Source: an optimization exercise on an open RTL-to-GDS flow (aim: a short achievable clock period and few clock cycles). Production flows keep margins and buffers that such runs may drop. The RTL was checked by simulation tests, not by an equivalence proof against the original design. Power is estimated from default activity; no workload was simulated.

==> design/flow/flow/run.sh <==
#!/bin/bash
# The standard layout, with the port buffers that ORFS inserts before global
# placement made as sky130_fd_sc_hd__buf_4 rather than the library's smallest
# buffer (a delay cell), which repair_timing then leaves on the input paths.
set -euo pipefail
bash standard.sh finish "BUFFER_PORTS_ARGS=-buffer_cell sky130_fd_sc_hd__buf_4" > make_finish.log 2>&1
==> design/flow/standard.sh <==
#!/bin/bash
# synth_recipe.tcl (not shown) runs the flow's synth.tcl, then flattens the netlist and writes it again
# the make line also repeats each setting of config.mk as NAME=value (left out here)
make -C /OpenROAD-flow-scripts/flow DESIGN_CONFIG=/design/flow/config.mk WORK_HOME=/design/flow/orfs CLKGATE_MAP_FILE= SYNTH_SCRIPT=/design/flow/synth_recipe.tcl "${@:-finish}"
==> design/flow/config.mk <==
export PLATFORM = sky130hd
export DESIGN_NAME = adc_seq
export DESIGN_NICKNAME = adc_seq
export VERILOG_FILES = /design/flow/design.v
export SDC_FILE = /design/flow/constraint.sdc
export NUM_CORES = 4
export LEC_CHECK = 0
export ABC_CLOCK_PERIOD_IN_PS = 300
export CAP_MARGIN = 20
export CORE_MARGIN = 2
export CORE_UTILIZATION = 48
export CTS_CLUSTER_DIAMETER = 60
export CTS_CLUSTER_SIZE = 20
export SETUP_SLACK_MARGIN = 4.5
export SLEW_MARGIN = 20
export SYNTH_HIERARCHICAL = 1
==> design/flow/constraint.sdc <==
create_clock -name core_clock -period 6.0 [get_ports {clk}]
set_input_delay 1.2000 -clock core_clock [delete_from_list [all_inputs] [get_ports {clk}]]
set_output_delay 1.2000 -clock core_clock [all_outputs]
set_load 0.01 [all_outputs]
==> design/flow/design.v <==
module adc_seq_wdec (
    input  wire [31:0] w,
    input  wire [15:0] a_hi,
    output wire        rd, wr, mod, pi, ps, ai, ar
);
    wire [3:0] op  = w[3:0];
    wire       hz  = (w[31:9] == 23'd0);
    wire       w80 = hz & (w[8:4] == 5'd0);
    assign rd  = w80 & (op == 4'h1);
    assign wr  = w80 & ((op == 4'h2) | (op == 4'h3));
    assign mod = op[0];                             
    assign pi  = w80 & (op == 4'h4) & (a_hi == 16'd0);
    assign ps  = hz & (op == 4'h5);
    assign ai  = w80 & (op == 4'h6);
    assign ar  = w80 & (op == 4'h7);
endmodule
module adc_seq_adec (
    input  wire [31:0] a,
    output wire [7:0]  is,                          
    output wire        mis
);
    assign is  = {a == 32'h3000_004C, a == 32'h3000_0034,
                  a == 32'h3000_0008, a == 32'h3000_0000,
                  a == 32'h2000_0014, a == 32'h2000_0000,
                  a == 32'h1000_0004, a == 32'h1000_0000};
    assign mis = (a[1:0] != 2'b00);
endmodule
module adc_seq_fast (
    input  wire        rst,
    input  wire        cmd_valid,
    input  wire [31:0] w,            
    input  wire [31:0] a,            
    input  wire [31:0] da, db,       
    input  wire [31:0] clk0, moder, odr,
    input  wire        out_on,
    input  wire        rdy,
    input  wire        st_ps,        
    input  wire        st_ar,        
    input  wire [15:0] oe,
    input  wire        conv_done,
    input  wire        wc_rdy,       
    input  wire        rdy_o, rspv_or, bsy_or, wconv_or, rspk0_or, cst_or, cbusy_or, eoc_or,
    input  wire [15:0] oe_or, outr_or,
    output wire        rdy_d, rspv_d, bsy_d, slow_d, wconv_d, rspk0_d, cst_d, cbusy_d, eoc_d,
    output wire        fw_d, fps_d,      
    output wire [15:0] oe_d, outr_d
);
    wire z0, z1, z2, z3, z4, z5, z6, z5p;
    adc_seq_g_nor4 g_z0 (.a(w[31]), .b(w[30]), .c(w[29]), .d(w[28]), .y(z0));
    adc_seq_g_nor4 g_z1 (.a(w[27]), .b(w[26]), .c(w[25]), .d(w[24]), .y(z1));
    adc_seq_g_nor4 g_z2 (.a(w[23]), .b(w[22]), .c(w[21]), .d(w[20]), .y(z2));
    adc_seq_g_nor4 g_z3 (.a(w[19]), .b(w[18]), .c(w[17]), .d(w[16]), .y(z3));
    adc_seq_g_nor4 g_z4 (.a(w[15]), .b(w[14]), .c(w[13]), .d(w[12]), .y(z4));
    adc_seq_g_nor4 g_z5 (.a(w[11]), .b(w[10]), .c(w[9]),  .d(w[8]),  .y(z5));
    adc_seq_g_nor4 g_z6 (.a(w[7]),  .b(w[6]),  .c(w[5]),  .d(w[4]),  .y(z6));
    adc_seq_g_nor3 g_z5p (.a(w[11]), .b(w[10]), .c(w[9]), .y(z5p));
    wire o7, o5, o23;
    adc_seq_g_and4b  g_o7  (.an(w[3]), .b(w[2]), .c(w[1]), .d(w[0]), .y(o7));
    adc_seq_g_and4bb g_o5  (.an(w[3]), .bn(w[1]), .c(w[2]), .d(w[0]), .y(o5));
    adc_seq_g_and3bb g_o23 (.an(w[3]), .bn(w[2]), .c(w[1]), .y(o23));
    wire o23e;                       
    adc_seq_g_nor3b g_o23e (.a(w[3]), .b(w[2]), .cn(w[1]), .y(o23e));
    wire q_ar_n, q_ps_n, acc_n, q_ps;
    adc_seq_g_nand2 g_qar (.a(cmd_valid), .b(st_ar), .y(q_ar_n));
    adc_seq_g_nand2 g_qpn (.a(cmd_valid), .b(st_ps), .y(q_ps_n));
    adc_seq_g_and2  g_qps (.a(cmd_valid), .b(st_ps), .y(q_ps));
    adc_seq_g_nand2 g_acc (.a(cmd_valid), .b(rdy), .y(acc_n));
    wire p1_n, p2_n, p3_n, p4_n;
    adc_seq_g_nand4 g_p1 (.a(z0), .b(z1), .c(z2), .d(z3), .y(p1_n));
    adc_seq_g_nand4 g_p2 (.a(z4), .b(z5), .c(z6), .d(o7), .y(p2_n));
    adc_seq_g_nand3 g_p3 (.a(z4), .b(z5p), .c(o5), .y(p3_n));
    adc_seq_g_nand4 g_p4 (.a(z4), .b(z5), .c(z6), .d(o23), .y(p4_n));
    wire y0, y1, y2, y3, y4, y5, y6, c1_n, c2_n;
    adc_seq_g_nor4 g_y0 (.a(a[31]), .b(a[30]), .c(a[27]), .d(a[26]), .y(y0));
    adc_seq_g_nor4 g_y1 (.a(a[25]), .b(a[24]), .c(a[23]), .d(a[22]), .y(y1));
    adc_seq_g_nor4 g_y2 (.a(a[21]), .b(a[20]), .c(a[19]), .d(a[18]), .y(y2));
    adc_seq_g_nor4 g_y3 (.a(a[17]), .b(a[16]), .c(a[15]), .d(a[14]), .y(y3));
    adc_seq_g_nor4 g_y4 (.a(a[13]), .b(a[12]), .c(a[11]), .d(a[10]), .y(y4));
    adc_seq_g_nor4 g_y5 (.a(a[9]),  .b(a[8]),  .c(a[7]),  .d(a[6]),  .y(y5));
    adc_seq_g_nor4 g_y6 (.a(a[5]),  .b(a[3]),  .c(a[1]),  .d(a[0]),  .y(y6));
    adc_seq_g_nand4 g_c1 (.a(y0), .b(y1), .c(y2), .d(y3), .y(c1_n));
    adc_seq_g_nand3 g_c2 (.a(y4), .b(y5), .c(y6), .y(c2_n));
    wire na28, r_any_n, ra_od_n, ra_od_n_inv;
    adc_seq_g_inv g_n28 (.a(a[28]), .y(na28));
    adc_seq_g_nand4 g_rany (.a(a[29]), .b(na28), .c(a[4]), .d(a[2]), .y(ra_od_n));
    adc_seq_g_inv g_raoi (.a(ra_od_n), .y(ra_od_n_inv));
    adc_seq_g_nand2 g_rano (.a(ra_od_n_inv), .b(out_on), .y(r_any_n));
    wire f_ar, f_ps, m1, m2, k2;
    adc_seq_g_nor4 g_far (.a(p1_n), .b(p2_n), .c(q_ar_n), .d(rst), .y(f_ar));
    adc_seq_g_nor4 g_fps (.a(p1_n), .b(p3_n), .c(q_ps_n), .d(rst), .y(f_ps));
    adc_seq_g_nor2 g_m1  (.a(p1_n), .b(p4_n), .y(m1));
    adc_seq_g_nor2 g_m2  (.a(c1_n), .b(c2_n), .y(m2));
    adc_seq_g_nor3 g_k2  (.a(acc_n), .b(r_any_n), .c(rst), .y(k2));
    wire accr, naccr;
    adc_seq_g_nor2 g_accr  (.a(acc_n), .b(rst), .y(accr));
    adc_seq_g_or2  g_naccr (.a(acc_n), .b(rst), .y(naccr));
    adc_seq_g_a21o  g_rdy  (.a1(acc_n), .a2(rdy_o), .b1(rst), .y(rdy_d));
    wire t_rspv, t_rk0, v_bsy;
    wire cdw;
    adc_seq_g_and3b g_cdw  (.an(rst), .b(conv_done), .c(wc_rdy), .y(cdw));
    adc_seq_g_or3   g_trv  (.a(f_ps), .b(rspv_or), .c(cdw), .y(t_rspv));
    adc_seq_g_a31o  g_rspv (.a1(m1), .a2(m2), .a3(k2), .b1(t_rspv), .y(rspv_d));
    adc_seq_g_or2   g_trk  (.a(f_ps), .b(rspk0_or), .y(t_rk0));
    adc_seq_g_a31o  g_rk0  (.a1(m1), .a2(m2), .a3(k2), .b1(t_rk0), .y(rspk0_d));
    adc_seq_g_a311oi g_vbsy (.a1(m1), .a2(m2), .a3(k2), .b1(f_ps), .c1(naccr), .y(v_bsy));
    adc_seq_g_or2   g_bsy  (.a(v_bsy), .b(bsy_or), .y(bsy_d));
    adc_seq_g_and3  g_fwd  (.a(m1), .b(m2), .c(k2), .y(fw_d));
    assign fps_d = f_ps;
    adc_seq_g_and2b g_slow (.an(f_ar), .b(v_bsy), .y(slow_d));
    adc_seq_g_or2   g_wcv  (.a(f_ar), .b(wconv_or), .y(wconv_d));
    adc_seq_g_or2   g_cst  (.a(f_ar), .b(cst_or), .y(cst_d));
    adc_seq_g_or2   g_cbs  (.a(f_ar), .b(cbusy_or), .y(cbusy_d));
    adc_seq_g_and2b g_eoc  (.an(f_ar), .b(eoc_or), .y(eoc_d));
    wire nw3, nw2, nrst, op23on_n, acc_r_n, e_od;
    adc_seq_g_inv   g_nw3  (.a(w[3]), .y(nw3));
    adc_seq_g_inv   g_nw2  (.a(w[2]), .y(nw2));
    adc_seq_g_inv   g_nrst (.a(rst), .y(nrst));
    adc_seq_g_nand4 g_op2o (.a(nw3), .b(nw2), .c(w[1]), .d(out_on), .y(op23on_n));
    adc_seq_g_nand3 g_accr3 (.a(rdy), .b(cmd_valid), .c(nrst), .y(acc_r_n));
    adc_seq_g_nor3  g_eod  (.a(ra_od_n), .b(op23on_n), .c(acc_r_n), .y(e_od));
    wire [3:0] pn;
    adc_seq_g_inv g_i4 (.a(w[4]), .y(pn[0]));
    adc_seq_g_inv g_i5 (.a(w[5]), .y(pn[1]));
    adc_seq_g_inv g_i6 (.a(w[6]), .y(pn[2]));
    adc_seq_g_inv g_i7 (.a(w[7]), .y(pn[3]));
    wire w8r;
    adc_seq_g_and2b g_w8r (.an(rst), .b(w[8]), .y(w8r));
    wire [15:0] hit;
    genvar n;
    generate
        for (n = 0; n < 16; n = n + 1) begin : g_pin
            wire dec;
            adc_seq_g_and4 g_dec (.a(((n / 1) % 2) ? w[4] : pn[0]), .b(((n / 2) % 2) ? w[5] : pn[1]),
                                  .c(((n / 4) % 2) ? w[6] : pn[2]), .d(((n / 8) % 2) ? w[7] : pn[3]), .y(dec));
            adc_seq_g_and3 g_hit (.a(dec), .b(o5), .c(q_ps), .y(hit[n]));
        end
    endgenerate
    adc_seq_wdata u_wdata (
        .e_od (e_od), .hit (hit), .w8r (w8r), .rst (rst),
        .mod (w[0]), .da (da), .db (db), .clk0 (clk0), .moder (moder), .odr (odr),
        .out_on (out_on), .oe (oe),
        .oe_or (oe_or), .outr_or (outr_or),
        .oe_d (oe_d), .outr_d (outr_d)
    );
endmodule
module adc_seq_wdata (
    input  wire        e_od,
    input  wire [15:0] hit,
    input  wire        w8r,             
    input  wire        rst,
    input  wire        mod,             
    input  wire [31:0] da, db, clk0, moder, odr,
    input  wire        out_on,
    input  wire [15:0] oe,
    input  wire [15:0] oe_or, outr_or,
    output wire [15:0] oe_d, outr_d
);
    wire [15:0] wod = da[15:0] | (odr[15:0] & ~db[15:0] & {16{mod}});
    assign oe_d = oe_or & {16{~rst}};
    genvar n;
    generate
        for (n = 0; n < 16; n = n + 1) begin : g_pin
            assign outr_d[n] = e_od   ? (oe[n] & wod[n]) :
                               hit[n] ? (oe[n] & w8r) : (outr_or[n] & ~rst);
        end
    endgenerate
endmodule
module adc_seq_pinsel (
    input  wire        sel_c0, sel_mo, sel_pi, sel_ai, sel_od, sel_ps, upd,
    input  wire [15:0] oe_c0, oe_mo, oe_pi, oe_ai, oe_k,
    input  wire [15:0] odr_w, odr_ps, odr_k,
    input  wire [15:0] oe_cur, out_cur,
    output wire [15:0] oe_o, outr_o
);
    wire oe_none  = ~(sel_c0 | sel_mo | sel_pi | sel_ai);
    wire odr_none = ~(sel_od | sel_ps);
    wire [15:0] oe_n  = ({16{sel_c0}} & oe_c0) | ({16{sel_mo}} & oe_mo) |
                        ({16{sel_pi}} & oe_pi) | ({16{sel_ai}} & oe_ai) |
                        ({16{oe_none}} & oe_k);
    wire [15:0] odr_n = ({16{sel_od}} & odr_w) | ({16{sel_ps}} & odr_ps) |
                        ({16{odr_none}} & odr_k);
    assign oe_o   = upd ? oe_n : oe_cur;
    assign outr_o = upd ? (oe_n & odr_n) : out_cur;
endmodule
module adc_seq_g_inv   (input wire a, output wire y); assign y = ~a; endmodule
module adc_seq_g_and2  (input wire a, b, output wire y); assign y = a & b; endmodule
module adc_seq_g_and2b (input wire an, b, output wire y); assign y = ~an & b; endmodule
module adc_seq_g_and3  (input wire a, b, c, output wire y); assign y = a & b & c; endmodule
module adc_seq_g_and3b (input wire an, b, c, output wire y); assign y = ~an & b & c; endmodule
module adc_seq_g_or3   (input wire a, b, c, output wire y); assign y = a | b | c; endmodule
module adc_seq_g_and4  (input wire a, b, c, d, output wire y); assign y = a & b & c & d; endmodule
module adc_seq_g_and4b (input wire an, b, c, d, output wire y); assign y = ~an & b & c & d; endmodule
module adc_seq_g_and4bb (input wire an, bn, c, d, output wire y); assign y = ~an & ~bn & c & d; endmodule
module adc_seq_g_and3bb (input wire an, bn, c, output wire y); assign y = ~an & ~bn & c; endmodule
module adc_seq_g_a21oi (input wire a1, a2, b1, output wire y); assign y = ~((a1 & a2) | b1); endmodule
module adc_seq_g_a211oi (input wire a1, a2, b1, c1, output wire y); assign y = ~((a1 & a2) | b1 | c1); endmodule
module adc_seq_g_a31o  (input wire a1, a2, a3, b1, output wire y); assign y = (a1 & a2 & a3) | b1; endmodule
module adc_seq_g_a311oi (input wire a1, a2, a3, b1, c1, output wire y); assign y = ~((a1 & a2 & a3) | b1 | c1); endmodule
module adc_seq_g_nor3b (input wire a, b, cn, output wire y); assign y = ~(a | b | ~cn); endmodule
module adc_seq_g_or2   (input wire a, b, output wire y); assign y = a | b; endmodule
module adc_seq_g_nand2 (input wire a, b, output wire y); assign y = ~(a & b); endmodule
module adc_seq_g_nand3 (input wire a, b, c, output wire y); assign y = ~(a & b & c); endmodule
module adc_seq_g_nand4 (input wire a, b, c, d, output wire y); assign y = ~(a & b & c & d); endmodule
module adc_seq_g_nor2  (input wire a, b, output wire y); assign y = ~(a | b); endmodule
module adc_seq_g_nor3  (input wire a, b, c, output wire y); assign y = ~(a | b | c); endmodule
module adc_seq_g_nor4  (input wire a, b, c, d, output wire y); assign y = ~(a | b | c | d); endmodule
module adc_seq_g_a21o  (input wire a1, a2, b1, output wire y); assign y = (a1 & a2) | b1; endmodule
module adc_seq_g_mux2  (input wire a0, a1, s, output wire y); assign y = s ? a1 : a0; endmodule
module adc_seq (
    input  wire        clk,
    input  wire        rst,
    input  wire        cmd_valid,
    input  wire [31:0] cmd_word,
    input  wire [31:0] cmd_addr,
    input  wire [31:0] cmd_a,
    input  wire [31:0] cmd_b,
    output wire        ready,
    output wire        rsp_valid,
    output wire [1:0]  rsp_kind,
    output wire [31:0] rsp_data,
    input  wire        rsp_take,
    output wire        busy,
    output wire        fault,
    output wire [2:0]  fault_cause,
    output wire [31:0] fault_info,
    output wire [15:0] pin_oe,
    output wire [15:0] pin_out,
    output wire        conv_start,
    output wire [4:0]  conv_ch,
    output wire        conv_trusted,
    input  wire        conv_done,
    input  wire [11:0] conv_data
);
    localparam [31:0] A_CLK0  = 32'h1000_0000;
    localparam [31:0] A_CLK1  = 32'h1000_0004;
    localparam [31:0] A_MODER = 32'h2000_0000;
    localparam [31:0] A_ODR   = 32'h2000_0014;
    localparam [31:0] A_SR    = 32'h3000_0000;
    localparam [31:0] A_CR    = 32'h3000_0008;
    localparam [31:0] A_SQR   = 32'h3000_0034;
    localparam [31:0] A_DR    = 32'h3000_004C;
    localparam [1:0] R_OK = 2'b01, R_DATA = 2'b10;
    reg        rdy, rspv, flt, bsy;   
    reg        slow;                  
    reg        w_init;                
    reg [3:0]  icnt;
    reg        w_conv;                
    reg        w_ok;                  
    reg [1:0]  rsp_k;
    reg [31:0] rsp_d;
    reg [2:0]  fcause;
    reg [31:0] finfo;
    reg        cst;
    reg [4:0]  cch;
    reg        ctr;
    reg [15:0] oe_r, out_r;           
    reg [31:0] clk0, clk1, moder, odr, cr, sqr;
    reg [11:0] dr;
    reg        eoc, settled, conv_busy;
    reg [31:0] p_word, p_addr, p_a, p_b;
    reg        s_rd, s_w, s_mod, s_pi, s_ps, s_ai, s_ar0;   
    reg [7:0]  q_is;                  
    reg        q_mis;                 
    reg        q_d1, q_d5;            
    reg        q_fw, q_fps;           
    reg [15:0] q_odrps;               
    reg [15:0] q_oe_c0, q_oe_mo, q_oe_pi, q_oe_ai, q_oe, q_odr_w, q_odr16;
    wire out_on = clk0[0];
    wire adc_on = clk1[8];
    wire done = conv_done & conv_busy & ~cst;
    wire c_rd, c_w, c_mod, c_pi, c_ps, c_ai, c_ar0, c_mis;
    wire [7:0] c_is;
    adc_seq_wdec u_wdec (
        .w (cmd_word), .a_hi (cmd_a[31:16]),
        .rd (c_rd), .wr (c_w), .mod (c_mod), .pi (c_pi), .ps (c_ps), .ai (c_ai), .ar (c_ar0)
    );
    adc_seq_adec u_adec (.a (cmd_addr), .is (c_is), .mis (c_mis));
    wire c_d1 = ~(cmd_a[8] | (clk1[8] & ~cmd_b[8] & c_mod));
    wire c_d5 = cmd_a[30] | ~(cmd_a[0] | (cr[0] & ~cmd_b[0] & c_mod));
    wire [31:0] c_keep = ~cmd_b & {32{cmd_word[0]}};         
    wire [31:0] c_wmo  = cmd_a | (moder & c_keep);
    wire        c_wc0  = cmd_a[0] | (clk0[0] & c_keep[0]);
    wire [15:0] c_odr_w = cmd_a[15:0] | (odr[15:0] & c_keep[15:0]);
    wire [15:0] c_oe_c0, c_oe_mo, c_oe_pi, c_oe_ai;
    genvar m;
    generate
        for (m = 0; m < 16; m = m + 1) begin : g_cand
            wire f01 = ~moder[2*m+1] & moder[2*m];
            assign c_oe_c0[m] = c_wc0 & f01;
            assign c_oe_mo[m] = out_on & ~c_wmo[2*m+1] & c_wmo[2*m];
            assign c_oe_pi[m] = cmd_a[m] | f01;
            assign c_oe_ai[m] = (m == 4) ? 1'b0 : f01;
        end
    endgenerate
    always @(posedge clk) begin
        p_word  <= cmd_word;
        q_odrps <= cmd_word[8] ? (odr[15:0] | (16'd1 << cmd_word[7:4]))
                               : (odr[15:0] & ~(16'd1 << cmd_word[7:4]));
        q_oe_c0 <= c_oe_c0;
        q_oe_mo <= c_oe_mo;
        q_oe_pi <= c_oe_pi;
        q_oe_ai <= c_oe_ai;
        q_oe    <= oe_r;
        q_odr_w <= c_odr_w;
        q_odr16 <= odr[15:0];
        p_addr  <= cmd_addr;
        p_a     <= cmd_a;
        p_b     <= cmd_b;
        s_rd    <= c_rd;
        s_w     <= c_w;
        s_mod   <= c_mod;
        s_pi    <= c_pi;
        s_ps    <= c_ps;
        s_ai    <= c_ai;
        s_ar0   <= c_ar0;
        q_is    <= c_is;
        q_mis   <= c_mis;
        q_d1    <= c_d1;
        q_d5    <= c_d5;
    end
    wire [7:0] s_acc  = q_is & {{4{adc_on}}, {2{out_on}}, 2'b11};
    wire [7:0] s_rs   = s_acc & {8{s_rd}};                    
    wire [7:0] s_ws   = s_acc & 8'b0110_1111 & {8{s_w}};      
    wire       s_okrd = |s_rs;
    wire       s_okw  = |s_ws;
    wire       s_ar   = s_ar0 & adc_on;                       
    wire [31:0] keep     = ~p_b & {32{s_mod}};
    wire [31:0] wd_clk0  = p_a | (clk0  & keep);
    wire [31:0] wd_clk1  = p_a | (clk1  & keep);
    wire [31:0] wd_moder = p_a | (moder & keep);
    wire [31:0] wd_odr   = p_a | (odr   & keep);
    wire [31:0] wd_cr    = p_a | (cr    & keep);
    wire [31:0] wd_sqr   = p_a | (sqr   & keep);
    wire dis_clk1 = conv_busy & q_d1;
    wire dis_cr   = conv_busy & q_d5;
    wire dis_sqr  = conv_busy;
    wire dis      = conv_busy & ((s_ws[1] & q_d1) | (s_ws[5] & q_d5) | s_ws[6]);
    wire commit   = slow | q_fw;                  
    wire we_clk0  = commit & s_ws[0];
    wire we_clk1  = slow & s_ws[1] & ~dis_clk1;
    wire we_moder = commit & s_ws[2];
    wire we_odr   = commit & s_ws[3];
    wire we_cr    = slow & s_ws[5] & ~dis_cr;
    wire we_sqr   = slow & s_ws[6] & ~dis_sqr;
    wire ok_rd = s_okrd;
    wire ok_w  = s_okw & ~dis;
    wire ok_ai = s_ai & ~conv_busy;
    wire ok_ar = s_ar & ~conv_busy;
    wire ok_s  = ok_rd | ok_w | s_pi | ok_ai | ok_ar;
    wire g_pi  = slow & s_pi;
    wire g_ai0 = slow & s_ai;                     
    wire g_ai  = slow & ok_ai;                    
    wire st_cr    = p_a[30] & wd_cr[0];           
    wire s_start  = (we_cr & st_cr) | (slow & ok_ar & cr[0]);
    wire s_imm    = ok_ar & ~cr[0] & eoc;         
    wire busy_s   = s_ai | (s_ws[5] & st_cr) | (s_ar & ~s_imm);
    wire set_clr  = (we_cr & (cr[0] ^ wd_cr[0])) | (we_clk1 & ~wd_clk1[8]) |
                    (g_ai & ~cr[0]);
    reg [31:0] pi_set, pi_clr;
    integer i;
    always @(*) begin
        pi_set = 32'd0;
        pi_clr = 32'd0;
        for (i = 0; i < 16; i = i + 1) begin
            if (p_a[i]) begin
                pi_set[2*i]   = 1'b1;
                pi_clr[2*i]   = 1'b1;
                pi_clr[2*i+1] = 1'b1;
            end
        end
    end
    wire [31:0] rdata_s = ({32{s_rs[0]}} & clk0) |
                          ({32{s_rs[1]}} & clk1) |
                          ({32{s_rs[2]}} & moder) |
                          ({32{s_rs[3]}} & odr) |
                          ({32{s_rs[4]}} & {30'd0, eoc, 1'b0}) |
                          ({32{s_rs[5]}} & cr) |
                          ({32{s_rs[6]}} & sqr) |
                          ({32{s_rs[7] | s_imm}} & {20'd0, dr});
    wire [1:0] kind_s = {ok_rd | s_imm, (ok_w & ~(s_ws[5] & st_cr)) | s_pi};
    wire [7:0] clocked = {{4{adc_on}}, {2{out_on}}, 2'b11};
    wire [2:0] f_acc = q_mis ? 3'd2 : ~|q_is ? 3'd3 : ~|(q_is & clocked) ? 3'd4 :
                       (q_is[4] | q_is[7]) ? 3'd5 : 3'd6;
    wire [2:0] cause_s = (s_rd | s_w) ? f_acc :
                         s_ps  ? 3'd4 :
                         s_ar0 ? (adc_on ? 3'd6 : 3'd4) :
                         s_ai  ? 3'd6 : 3'd1;
    wire [31:0] info_s = (s_rd | s_w) ? p_addr :
                         s_ps  ? A_ODR :
                         s_ar0 ? A_CR :
                         s_ai  ? A_SQR : p_word;
    wire init_end = w_init & (icnt == 4'd0);
    wire conv_end = w_conv & done;
    wire take     = rspv & rsp_take;
    wire end_ev   = init_end | conv_end | w_ok;
    wire rd_clr   = slow & (s_rs[7] | s_imm);         
    wire rdy_o    = rdy | take;
    wire rspv_o   = slow ? (ok_s & ~busy_s) : (init_end | w_ok) ? 1'b1 : take ? 1'b0 : rspv;
    wire wc_rdy   = w_conv & conv_busy & ~cst;    
    wire bsy_o    = slow ? (ok_s & busy_s) : end_ev ? 1'b0 : bsy;
    wire wconv_o  = slow ? (ok_ar & cr[0]) : end_ev ? 1'b0 : w_conv;
    wire rspk0_o  = slow ? kind_s[0] : (init_end | w_ok) ? 1'b1 : take ? 1'b0 : rsp_k[0];
    wire cbusy_o  = s_start | (conv_busy & ~done);
    wire eoc_o    = s_start ? 1'b0 : conv_end ? 1'b0 : done ? 1'b1 : rd_clr ? 1'b0 : eoc;
    reg [31:0] clk0_n, clk1_n, moder_n, odr_n, cr_n, sqr_n;
    always @(*) begin
        clk0_n = clk0;
        if (we_clk0)            clk0_n = wd_clk0;
        else if (g_pi | g_ai0)  clk0_n[0] = 1'b1;
        clk1_n = clk1;
        if (we_clk1)            clk1_n = wd_clk1;
        else if (g_ai0)         clk1_n[8] = 1'b1;
        moder_n = moder;
        if (we_moder)           moder_n = wd_moder;
        else if (g_pi)          moder_n = (moder & ~pi_clr) | pi_set;
        else if (g_ai0)         moder_n[9:8] = 2'b11;
        odr_n = odr;
        if (we_odr)             odr_n = wd_odr;
        else if (q_fps)         odr_n[15:0] = q_odrps;
        sqr_n = sqr;
        if (we_sqr)             sqr_n = wd_sqr;
        else if (g_ai)          sqr_n[4:0] = 5'd4;
        cr_n = cr;
        if (we_cr)              cr_n = {wd_cr[31], 1'b0, wd_cr[29:0]};
        else if (g_ai)          cr_n[0] = 1'b1;
    end
    wire rdy_d, rspv_d, bsy_d, slow_d, wconv_d, rspk0_d, cst_d, cbusy_d, eoc_d;
    wire pin_upd = slow | q_fw | q_fps;
    wire [15:0] oe_o, outr_o;
    adc_seq_pinsel u_pinsel (
        .sel_c0 (commit & s_w & q_is[0]),
        .sel_mo (commit & s_w & q_is[2] & out_on),
        .sel_pi (slow & s_pi),
        .sel_ai (slow & s_ai),
        .sel_od (commit & s_w & q_is[3] & out_on),
        .sel_ps (q_fps),
        .upd    (pin_upd),
        .oe_c0 (q_oe_c0), .oe_mo (q_oe_mo), .oe_pi (q_oe_pi), .oe_ai (q_oe_ai), .oe_k (q_oe),
        .odr_w (q_odr_w), .odr_ps (q_odrps), .odr_k (q_odr16),
        .oe_cur (oe_r), .out_cur (out_r),
        .oe_o (oe_o), .outr_o (outr_o)
    );
    wire q_fw_d, q_fps_d;
    wire [15:0] oe_d, outr_d;
    adc_seq_fast u_fast (
        .rst       (rst),
        .cmd_valid (cmd_valid),
        .w         (cmd_word),
        .a         (cmd_addr),
        .da        (cmd_a),
        .db        (cmd_b),
        .clk0      (clk0),
        .moder     (moder),
        .odr       (odr),
        .out_on    (out_on),
        .rdy       (rdy),
        .st_ps     (rdy & out_on),
        .st_ar     (rdy & adc_on & ~conv_busy & cr[0]),
        .oe        (oe_r),
        .rdy_o     (rdy_o),
        .rspv_or   (~rst & rspv_o),
        .conv_done (conv_done),
        .wc_rdy    (wc_rdy),
        .bsy_or    (~rst & bsy_o),
        .wconv_or  (~rst & wconv_o),
        .rspk0_or  (~rst & rspk0_o),
        .cst_or    (~rst & s_start),
        .cbusy_or  (~rst & cbusy_o),
        .eoc_or    (~rst & eoc_o),
        .oe_or     (oe_o),
        .outr_or   (outr_o),
        .rdy_d (rdy_d), .rspv_d (rspv_d), .bsy_d (bsy_d), .slow_d (slow_d),
        .wconv_d (wconv_d), .rspk0_d (rspk0_d), .cst_d (cst_d), .cbusy_d (cbusy_d),
        .eoc_d (eoc_d), .fw_d (q_fw_d), .fps_d (q_fps_d),
        .oe_d (oe_d), .outr_d (outr_d)
    );
    always @(posedge clk) begin
        rdy       <= rdy_d;
        rspv      <= rspv_d;
        bsy       <= bsy_d;
        slow      <= slow_d;
        w_conv    <= wconv_d;
        rsp_k[0]  <= rspk0_d;
        cst       <= cst_d;
        conv_busy <= cbusy_d;
        eoc       <= eoc_d;
        q_fw      <= q_fw_d;
        q_fps     <= q_fps_d;
        oe_r      <= oe_d;
        out_r     <= outr_d;
    end
    always @(posedge clk) begin
        if (rst) begin
            flt <= 1'b0;
            w_init <= 1'b0;
            w_ok <= 1'b0;
            icnt <= 4'd0;
            rsp_k[1] <= 1'b0;
            rsp_d <= 32'd0;
            fcause <= 3'd0;
            finfo <= 32'd0;
            clk0 <= 32'd0;
            clk1 <= 32'd0;
            moder <= 32'd0;
            odr <= 32'd0;
            cr <= 32'd0;
            sqr <= 32'd0;
            dr <= 12'd0;
            settled <= 1'b0;
        end else begin
            icnt <= icnt - 4'd1;
            if (slow) begin
                flt <= ~ok_s;
                w_init <= ok_ai;
                w_ok <= ok_w & s_ws[5] & st_cr;
                icnt <= 4'd15;
                rsp_k[1] <= kind_s[1];
                rsp_d <= rdata_s;
                if (!ok_s) begin
                    fcause <= cause_s;
                    finfo <= info_s;
                end
            end else begin
                if (take) begin
                    rsp_k[1] <= 1'b0;
                    rsp_d <= 32'd0;
                end
                if (end_ev) begin
                    w_init <= 1'b0;
                    w_ok <= 1'b0;
                    rsp_k[1] <= conv_end;
                end
                if (conv_end)
                    rsp_d <= {20'd0, conv_data};
            end
            clk0 <= clk0_n;
            clk1 <= clk1_n;
            moder <= moder_n;
            odr <= odr_n;
            cr <= cr_n;
            sqr <= sqr_n;
            if (set_clr)       settled <= 1'b0;
            else if (init_end) settled <= 1'b1;
            if (done)          dr <= conv_data;
        end
    end
    always @(posedge clk) begin
        cch <= sqr[4:0];
        ctr <= settled & (sqr[4:0] == 5'd4) & (moder[9:8] == 2'b11);
    end
    assign ready        = rdy;
    assign busy         = bsy;
    assign fault        = flt;
    assign rsp_valid    = rspv;
    assign rsp_kind     = rsp_k;
    assign rsp_data     = rsp_d;
    assign fault_cause  = fcause;
    assign fault_info   = finfo;
    assign conv_start   = cst;
    assign conv_ch      = cch;
    assign conv_trusted = ctr;
    assign pin_oe       = oe_r;
    assign pin_out      = out_r;
endmodule
==> summary.md <==
| Metric | Value |
|---|---|
| Status | finished clean |
| CTS max path bufs | 3 |
| FF-to-FF End | rsp_d[0] |
| P&R area growth vs syn | 63.1% |
| Vias | between 20,000 and 30,000 |
| CTS buffer count | 45 |
| Syn_area_per_cell | approximately 9.2 um^2 |
| Yosys top cell by area | dfxtp_1 |
| GR Util All Layers | 41.6% |
| Final WS setup | ~3.6 ns |
| Vias in the first global route | roughly 24,000 |
| Pleak | 14.9 nW |
| Reg2Reg Depth | 8 |
| Initial Util | between 40% and 50% |
| Hold Path Origin | dr[9] |
| Finished Cell Area | a little under 40,000 um^2 |
| Commonest non-fill, non-tap cell in the layout | dfxtp_1 |
| Die area | approximately 51,000 um^2 |
| Remaining global-route overflow | 0 |
| Rows | between 80 and 90 |
| Hold path depth | 2 |
| GP Congestion | approximately 0.87 |
| Cell area after synthesis | 23,800 um^2 |
| # fillers | around 3,000 |
| First-pass GRT wire length | between 150 and 200 mm |
| Cell variety after synth | ~90 |
| Gate Count Post-Synth | about 2,600 |
| H-tree lvl count | 2 |
| Ys flop type | dfxtp_1 |
| Max Slew Vio Count | 0 |
| Max-slew headroom | between 30 and 40% |
| Reg2reg start | q_is[2] |
| Drt wl/cell | between 30 and 40 um |
| Clk Latency, worst-skew pair | roughly 0.64 ns |
| EDFF count, synth | 0 |
| Placed cell areas | approximately 28,000 um^2 |
| Worst slack at placement | roughly 2.4 ns |
| Hold_ws | between 0.4 and 0.5 ns |
| Crit Path Class | flip-flop to flip-flop |
| CP required | ~6.5 ns |
| Detailed placement HPWL | roughly 59 mm |
| Number of I/O port buffers | around 260 |
| Worst Skew | 0.0368 ns |
| #FFs+latches synth | 601 |
| Final Critical Period | around 2.4 ns |
| Final period utilization | around two fifths |
| Detailed Routing Iterations Pass 1 | 9 |
| # setup viols final | 0 |
| Largest net degree at the start of global routing | between 50 and 60 |
| Sequential share of the synthesized area | approximately half |
| Routed vias/inst | approximately 6.7 |
| Max Cap Viol | 0 |
| Reg clk slew, reported paths | 0.10 ns |
| Asr flop ratio synth | 0% |
| RSZ-0062 raised after global routing | true |
| Initial antenna violation count | 3 |
| Remaining DRCs | 0 |
| Core region area | a little under 50,000 um^2 |
| I/O pin count | 257 |
| Endpoint, Worst Hold | dr[9] |
| Antenna viol nets, final | 0 |
| Iter 0 DRT Violations | 3,793 |
| Final Util | roughly four fifths |
| Pwr per Cell Area | 215 nW/um^2 |
| CTS sink count | ~600 |
| Routed WL | between 100 and 150 mm |
| Syn Nets | 2,739 |
| Layout Nets | around 3,300 |
| Layout cells sized above 1 | 53.3% |
| CP max FO | 5 |
| Synth warnings | 7 |
| Die width | roughly 230 um |
| CP startpoint kind | flip-flop |
| Synth area leaders | dfxtp_1 (51%), a21oi_1 (6.9%), nand2_1 (5.1%) |
| Setup slack, reg-to-reg | ~3.6 ns |
| Final Hold Viols | 0 |
| CTS tree | done |
| Worst-margin pin slew | approximately 0.9 ns |
| Root buffer cell | clkbuf_16 |
| Max VDD drop | around 180 uV |
| HP Class | flip-flop to flip-flop |
| Commonest cells after routing, fill and taps aside | dfxtp_1 (471), buf_4 (312), a21oi_2 (223) |
| Die height | around 230 um |
| Post-synth top area share | between 50% and 60% |
| Final TNS setup | 0 ns |
| CP Capture Type | flip-flop |
| Fmax | approximately 420 MHz |
| Data arrival, critical path | approximately 2.9 ns |
==> worst max-delay path by stage <==
stage | depth (start not counted) | from | slack [ns] | endpoint
6_report | 8 | q_is[2] | 3.59 | rsp_d[0]
2_1_floorplan | 5 | cmd_word[22] | 3.59 | bsy
5_1_grt | 14 | q_fw | 3.52 | out_r[15]
3_3_place_gp | 4 | rst | 2.45 | rsp_d[15]
3_5_place_dp | 4 | rst | 2.44 | rsp_d[14]
4_1_cts | 1 | finfo[30] | 3.69 | fault_info[30]
==> Yosys cell counts (16+ instances only) <==
master and count:
a211oi_2 37, a21o_1 17, a21oi_1 326, a222oi_1 49, a22o_1 91, a22oi_1 45, a31oi_1 57, and3_1 27
and4_1 18, buf_2 43, clkbuf_1 113, dfxtp_1 601, inv_1 74, mux2_2 16, nand2_1 321, nand2b_1 46
nand3_1 16, nor2_1 122, nor2b_1 67, nor3_1 20, nor4_1 30, nor4_2 20, o21ai_0 164, o22ai_1 21
==> modules after synthesis (local to each module, per instance), excerpt <==
module | cells | cell area [um^2] | copies in the design
adc_seq_g_nand4 | 1 | 6.26 | 6
adc_seq_g_nor4 | 1 | 12.5 | 16
adc_seq_g_inv | 1 | 3.75 | 9
adc_seq_g_and2b | 1 | 13.8 | 3
adc_seq_g_nand3 | 1 | 5.00 | 3
adc_seq | 2147 | 20700 | 1
adc_seq_g_nor3 | 1 | 10.0 | 3
adc_seq_adec | 32 | 204 | 1
adc_seq_g_and3 | 1 | 6.26 | 17
adc_seq_g_and4b | 1 | 10.0 | 1
adc_seq_g_a311oi | 1 | 8.76 | 1
adc_seq_wdec | 27 | 183 | 1
adc_seq_g_and4 | 1 | 8.76 | 16
adc_seq_g_nor2 | 1 | 3.75 | 2
==> layer usage <==
metal  global-route usage [%]  routed length (um)
met2                     62.9               51600
met1                     51.4               42700
met3                     13.3               14900
met5                        0                  26
met4                     26.2                9680
==> layout make-up <==
cell class                 instances  area [um^2]  share of cell area, %
multi-input combinational       1737        15200                   39.2
sequential                       601        12300                   31.7
timing repair buffer             688         8540                   22.0
clock buffer                      53         1250                   3.23
tap                              664          831                   2.14
inverter                          76          353                  0.911
clock inverter                    26          294                  0.759
timing repair inverter             2         32.5                 0.0840
antenna                            1         2.50                0.00646
==> where the power goes <==
group	internal [mW]	switching, mW	leakage, nW	total (mW)
Sequential	4.08	0.100	4.98	4.18
Clock	1.64	1.68	0.763	3.32
Combinational	0.384	0.447	9.14	0.831
==> metrics by stage <==
stage	instances	total power, mW
after floorplan	2592	4.54
after global placement	3362	4.77
after detailed placement	3362	4.77
after CTS	3742	8.16
after global routing	3847	8.51
final	3848	8.33
==> repair_timing <==
action                                  in CTS  in global routing
endpoints found under the setup margin     507                484
pin swaps                                  160                279
cloned                                      52                 12
hold buffers                                 0                  0
gates resized for setup                    727                493
setup buffers                              249                 93
==> worst max-delay path, stage by stage (launching register included) <==
cell	delay [ns]
dfxtp_4	0.38
buf_12	0.14
buf_6	0.12
buf_12	0.13
buf_4	0.14
a22oi_1	0.72
o221ai_2	0.32
a22oi_1	0.22
a21oi_1	0.09
==> logic make-up (layout without fill, tap and decap cells) <==
group,count (synthesis),in the layout,synth area share (%)
AOI/OAI and AO/OA,913,913,25.7
xor gates and xnor gates,2,2,0.0737
adders and majority gates,2,2,0.105
buffers and inverters,263,845,4.78
DFF,601,601,50.6
muxes,18,18,0.842
other,1,2,0.0158
and+or+nand+nor,792,801,17.8
Testbench counts, summed over its fixed seeds: cycles 14,043.

==> separate check: timing with driven ports <==
The results above use ideal ports. As a check the final layout listed here was re-extracted and re-timed, cells and wires unchanged. Step 1 sets driving cells, clkbuf_16 on the clock port and buf_2 on the other inputs (assumed; they add their load-dependent delay and slew). Step 2, shift: input delay + t, output delay - t, t = (earliest + latest rising clock arrival at the registers) / 2. This alone moves slack from input paths to output paths. Slacks: ideal / step 1 / step 2; pairs: ideal / step 1.
t, ns: 0.686
slack for setup (ns): 3.594 / 3.594 / 3.196
hold slack, ns: 0.454 / 0.454 / 0.454
After both steps setup and hold are still met in this run. The setup slack of this run moves by 0.000 ns with the drivers and by -0.398 ns with both steps.
